What follows belongs to an exercise in optimizing a design on an open flow for small area, a short achievable clock period and few clock cycles; a production flow would make more cautious choices.
The RTL was checked by simulation tests, not by an equivalence proof against the original design.
No activity file was given, so power comes from the tool's default toggle rates.

## flow/constraint.sdc

```tcl
create_clock -name core_clock -period 7.0 [get_ports {clk}]
set_input_delay 1.4000 -clock core_clock [delete_from_list [all_inputs] [get_ports {clk}]]
set_output_delay 1.4000 -clock core_clock [all_outputs]
set_load 0.01 [all_outputs]
```

## flow/design.v

```verilog
module mmu_pagewalker (
    input  wire        clk,
    input  wire        rst,
    input  wire        req_valid,
    output wire        req_ready,
    input  wire [1:0]  req_cmd,
    input  wire [15:0] req_wdata,
    input  wire [31:0] req_va,
    input  wire        req_user,
    input  wire        req_write,
    input  wire        req_fetch,
    input  wire        req_suppress,
    input  wire [3:0]  req_atype,
    output reg         rsp_valid,
    output reg  [1:0]  rsp_kind,
    output reg  [31:0] rsp_data,
    output reg         mem_valid,
    output reg         mem_we,
    output reg  [31:0] mem_addr,
    output reg  [15:0] mem_wdata,
    input  wire        mem_ready,
    input  wire [31:0] mem_rdata
);
    localparam [1:0] CMD_WRITE  = 2'd0;
    localparam [1:0] CMD_STATUS = 2'd1;
    localparam [1:0] CMD_RESULT = 2'd2;
    localparam [1:0] CMD_XLATE  = 2'd3;
    localparam [1:0] KIND_COMPLETE = 2'd0;
    localparam [1:0] KIND_ABORT    = 2'd1;
    localparam [1:0] KIND_CANCEL   = 2'd2;
    localparam [15:0] ID_BYTE = 16'h001E;
    localparam [31:0] BPR_WMASK  = 32'hF0FF_FFFF;
    localparam [31:0] PF_WMASK   = 32'h00FF_FFFF;
    localparam [31:0] BCNT_WMASK = 32'h00FF_FFFF;
    localparam [31:0] MSR_WM     = 32'h01FF_8000;
    localparam [31:0] MSR_STATUS = 32'h0000_7FFF;
    localparam [31:0] PTB_WMASK  = 32'h80FF_FC00;
    localparam [31:0] EIA_WMASK  = 32'h80FF_FFFF;
    localparam MSR_TE = 0;
    localparam MSR_ED = 7;
    localparam MSR_TU = 15;
    localparam MSR_TS = 16;
    localparam MSR_DS = 17;
    localparam MSR_AO = 18;
    localparam MSR_FT = 22;
    localparam PTE_V  = 0;
    localparam PTE_R  = 5;
    localparam PTE_M  = 6;
    localparam PTE_MS = 31;
    localparam [3:0] SEL_BPR0 = 4'd0;
    localparam [3:0] SEL_BPR1 = 4'd1;
    localparam [3:0] SEL_PF0  = 4'd4;
    localparam [3:0] SEL_PF1  = 4'd5;
    localparam [3:0] SEL_SC   = 4'd8;
    localparam [3:0] SEL_MSR  = 4'd10;
    localparam [3:0] SEL_BCNT = 4'd11;
    localparam [3:0] SEL_PTB0 = 4'd12;
    localparam [3:0] SEL_PTB1 = 4'd13;
    localparam [3:0] SEL_EIA  = 4'd15;
    localparam [2:0] PE_IDLE      = 3'd0;
    localparam [2:0] PE_AW_OPWORD = 3'd1;
    localparam [2:0] PE_AW_OPNDS  = 3'd2;
    localparam [2:0] PE_VAL_READ  = 3'd3;
    localparam [2:0] PE_VAL_WRITE = 3'd4;
    localparam [2:0] PE_STATUS    = 3'd5;
    localparam [2:0] PE_RESULT    = 3'd6;
    localparam [2:0] S_IDLE   = 3'd0;
    localparam [2:0] S_L1_RD  = 3'd1;
    localparam [2:0] S_L1_CHK = 3'd2;
    localparam [2:0] S_L1_WB  = 3'd3;
    localparam [2:0] S_L2_RD  = 3'd4;
    localparam [2:0] S_L2_CHK = 3'd5;
    localparam [2:0] S_L2_WB  = 3'd6;
    reg [31:0] bpr0, bpr1, pf0, pf1, sc, msr, bcnt;
    reg [31:0] ptb0, ptb1, eia;    
    reg [2:0]  pe;
    reg [15:0] opword;
    reg [2:0]  op0_exp, op0_iss;
    reg [31:0] op0_val;
    reg [2:0]  op2_exp, op2_iss;
    reg [31:0] op2_val;
    reg        fault;              
    reg [2:0]  state;
    reg [31:0] t_va;
    reg        t_w;
    reg [1:0]  t_req;
    reg        t_asel;
    reg        t_sup;
    reg        t_vc;
    reg [2:0]  t_est;
    reg [31:0] pte1, pte2;
    assign req_ready = (state == S_IDLE);
    wire accept = req_valid && req_ready;
    function [31:0] reg_read;
        input [3:0] sel;
        begin
            case (sel)
                SEL_BPR0: reg_read = bpr0;
                SEL_BPR1: reg_read = bpr1;
                SEL_PF0:  reg_read = pf0;
                SEL_PF1:  reg_read = pf1;
                SEL_SC:   reg_read = sc;
                SEL_MSR:  reg_read = msr;
                SEL_BCNT: reg_read = bcnt;
                SEL_PTB0: reg_read = ptb0;
                SEL_PTB1: reg_read = ptb1;
                SEL_EIA:  reg_read = eia;
                default:  reg_read = 32'd0;
            endcase
        end
    endfunction
    wire [15:0] new_opword = {req_wdata[7:0], req_wdata[15:8]};
    wire [1:0]  new_size   = new_opword[1:0];
    wire [3:0]  new_subop  = new_opword[5:2];
    wire [3:0]  new_quick  = new_opword[10:7];
    wire [3:0]  cur_subop  = opword[5:2];
    wire [3:0]  cur_quick  = opword[10:7];
    wire [31:0] op0_next   = (op0_iss == 3'd0) ? (op0_val | {16'd0, req_wdata})
                                               : (op0_val | {req_wdata, 16'd0});
    wire [2:0]  op0_iss_next = op0_iss + 3'd2;
    wire [15:0] result_word = (op2_iss == 3'd0) ? op2_val[15:0] : op2_val[31:16];
    wire        x_vc   = (pe == PE_VAL_READ) || (pe == PE_VAL_WRITE);
    wire        x_vw   = (pe == PE_VAL_WRITE);
    wire        x_on   = req_user ? msr[MSR_TU] : msr[MSR_TS];
    wire        x_w    = req_write || x_vw;
    wire        x_wl   = x_w || (req_atype == 4'd11);
    wire [1:0]  x_req  = (req_user && !msr[MSR_AO]) ? (x_wl ? 2'd3 : 2'd2)
                                                     : (x_wl ? 2'd1 : 2'd0);
    wire        x_asel = req_user && msr[MSR_DS];
    wire [31:0] ptb    = t_asel ? ptb1 : ptb0;
    wire [31:0] l1_addr = {7'd0, ptb[31], ptb[23:10], t_va[23:16], 2'b00};
    wire [31:0] l2_addr = {7'd0, pte1[PTE_MS], pte1[23:9], t_va[15:9], 2'b00};
    wire [31:0] pa      = {7'd0, pte1[PTE_MS], pte2[23:9], t_va[8:0]};
    wire        l1_prot = t_req > pte1[2:1];
    wire        l1_inv  = !pte1[PTE_V];
    wire        l2_prot = t_req > pte2[2:1];
    wire        l2_inv  = !pte2[PTE_V];
    wire        l1_need_wb = !t_sup && !pte1[PTE_R];
    wire        l2_need_wb = !t_sup && (!pte2[PTE_R] || (t_w && !pte2[PTE_M]));
    function [31:0] msr_fault;
        input [31:0] m;
        input        w;
        input [2:0]  est;
        input [2:0]  tet;
        begin
            msr_fault          = m;
            msr_fault[MSR_TE]  = 1'b1;
            msr_fault[5:3]     = tet;
            msr_fault[MSR_ED]  = !w;
            msr_fault[11:9]    = est;
        end
    endfunction
    always @(posedge clk) begin
        if (rst) begin
            bpr0      <= 32'd0;
            bpr1      <= 32'd0;
            pf0       <= 32'd0;
            pf1       <= 32'd0;
            sc        <= 32'd0;
            msr       <= 32'd0;
            bcnt      <= 32'd0;
            pe        <= PE_IDLE;
            opword    <= 16'd0;
            op0_exp   <= 3'd0;
            op0_iss   <= 3'd0;
            op0_val   <= 32'd0;
            op2_exp   <= 3'd0;
            op2_iss   <= 3'd0;
            op2_val   <= 32'd0;
            fault     <= 1'b0;
            state     <= S_IDLE;
            rsp_valid <= 1'b0;
            rsp_kind  <= KIND_COMPLETE;
            rsp_data  <= 32'd0;
            mem_valid <= 1'b0;
            mem_we    <= 1'b0;
            mem_addr  <= 32'd0;
            mem_wdata <= 16'd0;
        end else begin
            rsp_valid <= 1'b0;
            case (state)
            S_IDLE: if (accept) begin
                rsp_kind <= KIND_COMPLETE;
                rsp_data <= 32'd0;
                case (req_cmd)
                CMD_WRITE: begin
                    rsp_valid <= 1'b1;
                    case (pe)
                    PE_IDLE: begin
                        if (req_wdata == ID_BYTE)
                            pe <= PE_AW_OPWORD;
                    end
                    PE_AW_OPWORD: begin
                        opword  <= new_opword;
                        op0_iss <= 3'd0;
                        op0_val <= 32'd0;
                        op2_iss <= 3'd0;
                        op2_val <= 32'd0;
                        case (new_subop)
                        4'd0, 4'd1, 4'd2: begin
                            op0_exp <= {1'b0, new_size} + 3'd1;
                            op2_exp <= 3'd0;
                            pe      <= PE_AW_OPNDS;
                        end
                        4'd3: begin
                            op0_exp <= 3'd0;
                            op2_exp <= fault ? 3'd0 : ({1'b0, new_size} + 3'd1);
                            op2_val <= reg_read(new_quick);
                            pe      <= PE_STATUS;
                        end
                        default: begin
                            op0_exp <= 3'd0;
                            op2_exp <= 3'd0;
                            pe      <= PE_STATUS;
                        end
                        endcase
                    end
                    PE_AW_OPNDS: begin
                        op0_val <= op0_next;
                        op0_iss <= op0_iss_next;
                        if (op0_iss_next >= op0_exp) begin
                            case (cur_subop)
                            4'd0: pe <= PE_VAL_READ;
                            4'd1: pe <= PE_VAL_WRITE;
                            default: begin
                                pe <= PE_STATUS;
                                case (cur_quick)
                                SEL_BPR0: bpr0 <= op0_next & BPR_WMASK;
                                SEL_BPR1: bpr1 <= op0_next & BPR_WMASK;
                                SEL_PF0:  pf0  <= op0_next & PF_WMASK;
                                SEL_PF1:  pf1  <= op0_next & PF_WMASK;
                                SEL_SC:   sc   <= op0_next;
                                SEL_MSR: begin
                                    if (op0_next[1])
                                        msr <= ((msr & ~MSR_STATUS) & ~MSR_WM) | (op0_next & MSR_WM);
                                    else
                                        msr <= (msr & ~MSR_WM) | (op0_next & MSR_WM);
                                end
                                SEL_BCNT: bcnt <= op0_next & BCNT_WMASK;
                                SEL_PTB0: ptb0 <= op0_next & PTB_WMASK;
                                SEL_PTB1: ptb1 <= op0_next & PTB_WMASK;
                                SEL_EIA:  eia  <= op0_next & EIA_WMASK;
                                default: ;
                                endcase
                            end
                            endcase
                        end
                    end
                    default: ;  
                    endcase
                end
                CMD_STATUS: begin
                    rsp_valid <= 1'b1;
                    if (pe == PE_STATUS) begin
                        rsp_data <= {26'd0, fault, 5'd0};
                        if (op2_iss < op2_exp)
                            pe <= PE_RESULT;
                        else
                            pe <= PE_IDLE;
                    end
                end
                CMD_RESULT: begin
                    rsp_valid <= 1'b1;
                    if (pe == PE_RESULT && op2_iss < op2_exp) begin
                        rsp_data <= {16'd0, result_word};
                        op2_iss  <= op2_iss + 3'd2;
                        if (op2_iss + 3'd2 >= op2_exp)
                            pe <= PE_IDLE;
                    end
                end
                CMD_XLATE: begin
                    if (req_fetch && msr[MSR_FT]) begin
                        if (req_atype == 4'd9) begin
                            pf1 <= pf0;
                            pf0 <= {8'd0, req_va[23:0]};
                            sc  <= {sc[15:0], 16'd0} + 32'd1;
                        end else begin
                            sc  <= sc + 32'd1;
                        end
                    end
                    if (!x_on) begin
                        rsp_valid <= 1'b1;
                        rsp_data  <= req_va;
                        if (x_vc)
                            pe <= PE_STATUS;
                    end else begin
                        t_va   <= req_va;
                        t_w    <= x_w;
                        t_req  <= x_req;
                        t_asel <= x_asel;
                        t_sup  <= req_suppress;
                        t_vc   <= x_vc;
                        t_est  <= req_atype[2:0];
                        state  <= S_L1_RD;
                    end
                end
                endcase
            end
            S_L1_RD: begin
                mem_valid <= 1'b1;
                mem_we    <= 1'b0;
                mem_addr  <= l1_addr;
                if (mem_valid && mem_ready) begin
                    mem_valid <= 1'b0;
                    pte1      <= mem_rdata;
                    state     <= S_L1_CHK;
                end
            end
            S_L1_CHK: begin
                if (l1_prot || l1_inv) begin
                    if (!t_sup && !t_vc) begin
                        msr <= msr_fault(msr, t_w, t_est, {1'b0, l1_inv, l1_prot});
                        eia <= {t_asel, 7'd0, t_va[23:0]};
                    end
                    rsp_valid <= 1'b1;
                    rsp_data  <= 32'd0;
                    if (t_vc) begin
                        if (pte1[PTE_V])
                            fault <= 1'b1;
                        pe       <= PE_STATUS;
                        rsp_kind <= KIND_CANCEL;
                    end else begin
                        rsp_kind <= KIND_ABORT;
                    end
                    state <= S_IDLE;
                end else if (l1_need_wb) begin
                    state <= S_L1_WB;
                end else begin
                    state <= S_L2_RD;
                end
            end
            S_L1_WB: begin
                mem_valid <= 1'b1;
                mem_we    <= 1'b1;
                mem_addr  <= l1_addr;
                mem_wdata <= pte1[15:0] | 16'h0020;
                if (mem_valid && mem_ready) begin
                    mem_valid <= 1'b0;
                    mem_we    <= 1'b0;
                    state     <= S_L2_RD;
                end
            end
            S_L2_RD: begin
                mem_valid <= 1'b1;
                mem_we    <= 1'b0;
                mem_addr  <= l2_addr;
                if (mem_valid && mem_ready) begin
                    mem_valid <= 1'b0;
                    pte2      <= mem_rdata;
                    state     <= S_L2_CHK;
                end
            end
            S_L2_CHK: begin
                if (l2_prot || l2_inv) begin
                    if (!t_sup && !t_vc) begin
                        msr <= msr_fault(msr, t_w, t_est, {l2_inv, 1'b0, l2_prot});
                        eia <= {t_asel, 7'd0, t_va[23:0]};
                    end
                    rsp_valid <= 1'b1;
                    rsp_data  <= 32'd0;
                    if (t_vc) begin
                        fault    <= 1'b1;
                        pe       <= PE_STATUS;
                        rsp_kind <= KIND_CANCEL;
                    end else begin
                        rsp_kind <= KIND_ABORT;
                    end
                    state <= S_IDLE;
                end else if (l2_need_wb) begin
                    state <= S_L2_WB;
                end else begin
                    rsp_valid <= 1'b1;
                    rsp_kind  <= KIND_COMPLETE;
                    rsp_data  <= pa;
                    if (t_vc)
                        pe <= PE_STATUS;
                    state <= S_IDLE;
                end
            end
            S_L2_WB: begin
                mem_valid <= 1'b1;
                mem_we    <= 1'b1;
                mem_addr  <= l2_addr;
                mem_wdata <= pte2[15:0] | 16'h0020 | (t_w ? 16'h0040 : 16'h0000);
                if (mem_valid && mem_ready) begin
                    mem_valid <= 1'b0;
                    mem_we    <= 1'b0;
                    rsp_valid <= 1'b1;
                    rsp_kind  <= KIND_COMPLETE;
                    rsp_data  <= pa;
                    if (t_vc)
                        pe <= PE_STATUS;
                    state <= S_IDLE;
                end
            end
            default: state <= S_IDLE;
            endcase
        end
    end
endmodule
```

## flow/run.sh

```bash
#!/bin/bash
# synth_recipe.tcl (not shown) runs the flow's synth.tcl, then flattens the netlist and writes it again
# the make line also repeats each setting of config.mk as NAME=value (left out here)
make -C /OpenROAD-flow-scripts/flow DESIGN_CONFIG=/design/flow/config.mk WORK_HOME=/design/flow/orfs CLKGATE_MAP_FILE= SYNTH_SCRIPT=/design/flow/synth_recipe.tcl finish
```

## flow/config.mk

```make
export PLATFORM = sky130hd
export DESIGN_NAME = mmu_pagewalker
export DESIGN_NICKNAME = mmu_pagewalker
export VERILOG_FILES = /design/flow/design.v
export SDC_FILE = /design/flow/constraint.sdc
export NUM_CORES = 4
export LEC_CHECK = 0
export CAP_MARGIN = 20
export CORE_MARGIN = 2
export CORE_UTILIZATION = 40
export PLACE_DENSITY = 0.6
export SLEW_MARGIN = 20
```

==> qor.yml <==
status: "no timing/DRC/antenna violations"
core-area_sq_um: 56300
clockBufferDepth: 3
rsz0062_at_grt: "no"
powerDensity_nw_per_um2: 228
start_kind: "input pin"
ys_top_cells_by_area: "dfxtp_1 (31%), edfxtp_1 (19%), a21oi_1 (5.3%)"
ant_nets: 0
first_pass_iters: 7
fmax_mhz: 222
area.sequential_sq_um: 11500
fin_tns_setup_ns: 0
drv_cap: 0
insertion_delay_ns: 0.61
wl_microns: 85700
ir_drop_mv: 0.173
cts_root_buffer: "clkbuf_16"
synth_area_sq_um: 22700
hold_class: "register to register"
synth_top_area_cell: "dfxtp_1"
portBuffers: 163
diodes: 0
ys_warn_count: 1
multi_input_comb_area_sq_um: 10300
antenna_found_initial: 5
async_flop_share_pct: 0
period_needed_ns: 4.51
cts_tree: "built"
critPathMaxFanout: 24
dp.final_hpwl_microns: 57800
synth_edf_count: 144
synth.distinct_cells: 79
nets: 2676
drive_above_1_share_pct: 7.58
synth.most_common_cell: "dfxtp_1"
drc: 0
ys_ff_latch: 501
fin_util_pct: 47.5
area_growth_pct: 17.8
wl_per_cell_microns: 25.4
grt_pass1_vias: 19598
grt_start_max_net_pins: 118
track_usage_pct: 28.3
end_kind: "register"
synth.avg_cell_area_sq_um: 9.06
crit_arrival_ns: 5.02
crit_type: "input pin to register"
grt_pass1_wl_microns: 127000
tightest_slew_ns: 1.22
die_area_sq_um: 58700
cts_sinks: 501
leakagePower_nw: 8.95
relSlewSlack_pct: 18.9
fin_crit_sh_pct: 64.4
place_congestion: 0.953
grt-ovfl-total: 0
slew_violations: 0
syn_inst: 2504
cts_setup_buffers: 0
start_util_pct: 40.3
clkTransAtPathRegs_ns: 0.06
setup_violations: 0
viasPerCell: 6.20
worst_clock_skew_ns: 0.0191
dieHeight_microns: 242
final.fill_count: 5350
num_vias: 20874
yosysSeqAreaShare_pct: 50.6
hold_viol: 0
post_cts_resized: 0
drt_iter0_markers: 2458
ioPinCount: 180
worstPathRequired_ns: 7.51
fp.dieW_microns: 242
postCtsHoldBufs: 0
h-tree-depth: 2
ys_top_cells_by_count: "dfxtp_1 (357), nor2_1 (284), a21oi_1 (240)"
std_cell_rows: 87
cts_made_buffers: 53
synthFlopType: "dfxtp_1"
synth_top_area_share_pct: 31.5
[worst max-delay path: stages]
cell and delay, ns:
clkdlybuf4s50_1 0.68, or2_2 0.52, nor2_1 0.23, nand4_1 0.39, nor3_2 0.98, buf_4 0.44
nor2_1 0.11, a211oi_1 0.24
[per-stage QoR]
| stage | power, W | area (sq um) | hold slack [ns] | instances | worst slack, ns |
|---|---|---|---|---|---|
| 4_1_cts | 0.00612 | 26700 | 0.452 | 3367 | 2.61 |
| 5_1_grt | 0.00626 | 26700 | 0.472 | 3368 | 2.33 |
| 3_3_place_gp | 0.00340 | 25000 | 0.439 | 3264 | 2.14 |
| 3_5_place_dp | 0.00340 | 25100 | 0.444 | 3267 | 2.05 |
| 6_report | 0.00610 | 26700 | 0.451 | 3368 | 2.49 |
| 2_1_floorplan | 0.00322 | 22700 | 0.429 | 2512 | 0.920 |
[sequential cells by signal (all words and copies together) (netlist names), 3 cells and up]
name       cells
t_va          24
ptb1          15
ptb0          15
rsp_data      32
pf1           24
pf0           24
msr           32
pte1          25
t_est          3
pte2          24
pe             3
bpr1          28
mem_addr      23
opword         8
op2_exp        3
op0_val       32
bpr0          28
state          3
eia           32
mem_wdata     16
sc            32
op2_val       32
op0_exp        3
bcnt          24
[layout make-up]
cell class	count	share of cell area (%)
Sequential cell	501	42.9
Multi-Input combinational cell	1729	38.6
Timing Repair Buffer	231	8.01
Clock buffer	85	5.84
Tap cell	756	3.54
Inverter	51	0.716
Clock inverter	15	0.384
[cells by family after synthesis]
group / synth area share (%)
other: 0.0165
AOI/OAI and AO/OA: 23.7
xor gates and xnor gates: 0.193
muxes: 2.83
buffers and inverters: 4.95
DFF: 50.6
and+or+nand+nor: 16.9
adders and majority gates: 0.827
[cell usage in the layout (no fill, tap or decap), drive strengths merged, types with 8 or more instances in the layout]
| master | synthesis | layout |
|---|---|---|
| mux2i | 53 | 53 |
| nor2b | 48 | 48 |
| or4 | 10 | 10 |
| a311oi | 17 | 17 |
| nor3 | 70 | 70 |
| clkbuf | 182 | 85 |
| nor4 | 11 | 11 |
| a211oi | 147 | 147 |
| clkinv | 1 | 13 |
| buf | 49 | 72 |
| a21oi | 240 | 240 |
| a221oi | 37 | 37 |
| or3 | 10 | 10 |
| ha | 15 | 15 |
| a31oi | 27 | 27 |
| inv | 50 | 51 |
| a22o | 22 | 22 |
| mux2 | 8 | 8 |
| nor2 | 284 | 284 |
| conb | 1 | 9 |
| edfxtp | 144 | 144 |
| o22ai | 13 | 13 |
| a22oi | 37 | 37 |
| and2 | 18 | 18 |
| nand2 | 227 | 227 |
| nand3 | 78 | 78 |
| o211ai | 51 | 51 |
| nand4 | 12 | 12 |
| nand2b | 18 | 18 |
| a32oi | 10 | 10 |
| clkdlybuf4s50 | 0 | 159 |
| dfxtp | 357 | 357 |
| o21ai | 116 | 116 |
| and3 | 17 | 17 |
| a222oi | 26 | 26 |
[where the power goes]
part,internal [W],switching [W]
clock,0.00156,0.00119
sequential,0.00299,0.00000734
combinational,0.000116,0.000240
total,0.00466,0.00144
[worst paths after layout]
check                                  from                        end  slack (ns)  cells after the start
setup / recovery                 req_cmd[0]       bpr1[0]$_SDFFE_PP0P_        2.49                      8
hold / removal    rsp_data[27]$_SDFFE_PP0P_  rsp_data[27]$_SDFFE_PP0P_        0.45                      2
setup reg to reg    op0_iss[1]$_SDFFE_PP0P_       bpr1[0]$_SDFFE_PP0P_        3.10                     10
hold reg to reg   rsp_data[27]$_SDFFE_PP0P_  rsp_data[27]$_SDFFE_PP0P_        0.45                      2
[layer usage]
| layer | GRT usage [%] | wire [microns] | up-vias |
|---|---|---|---|
| met4 | 12.1 | 3720 | 0 |
| met1 | 38.9 | 35600 | 10205 |
| met5 | 0 | 0 | - |
| met3 | 5.84 | 8570 | 191 |
| li1 | - | - | 9385 |
| met2 | 43.0 | 37700 | 1093 |
Testbench counts, summed over its fixed seeds: cycles 62,889.

-- what the ideal ports hide --
How much do the figures lean on ideal ports? The routed layout below was timed once more, with nothing changed but the port constraints. Step 1: set_driving_cell puts a clkbuf_16 on clk and a buf_2 on each other input, an assumption about the parent block. Step 2 also shifts input and output timing later by t, the mid clock arrival at the registers, as if the neighbouring blocks saw the same clock. Slacks: no drivers / after step 1 / after step 2; pairs: no drivers / after step 1.
t (ns): 0.665
slack for setup (ns): 2.491 / 2.525 / 1.860
worst setup path after step 2: input to register
After both steps setup and hold are still met in this run. The setup slack of this run moves by +0.034 ns with the drivers and by -0.631 ns with both steps.
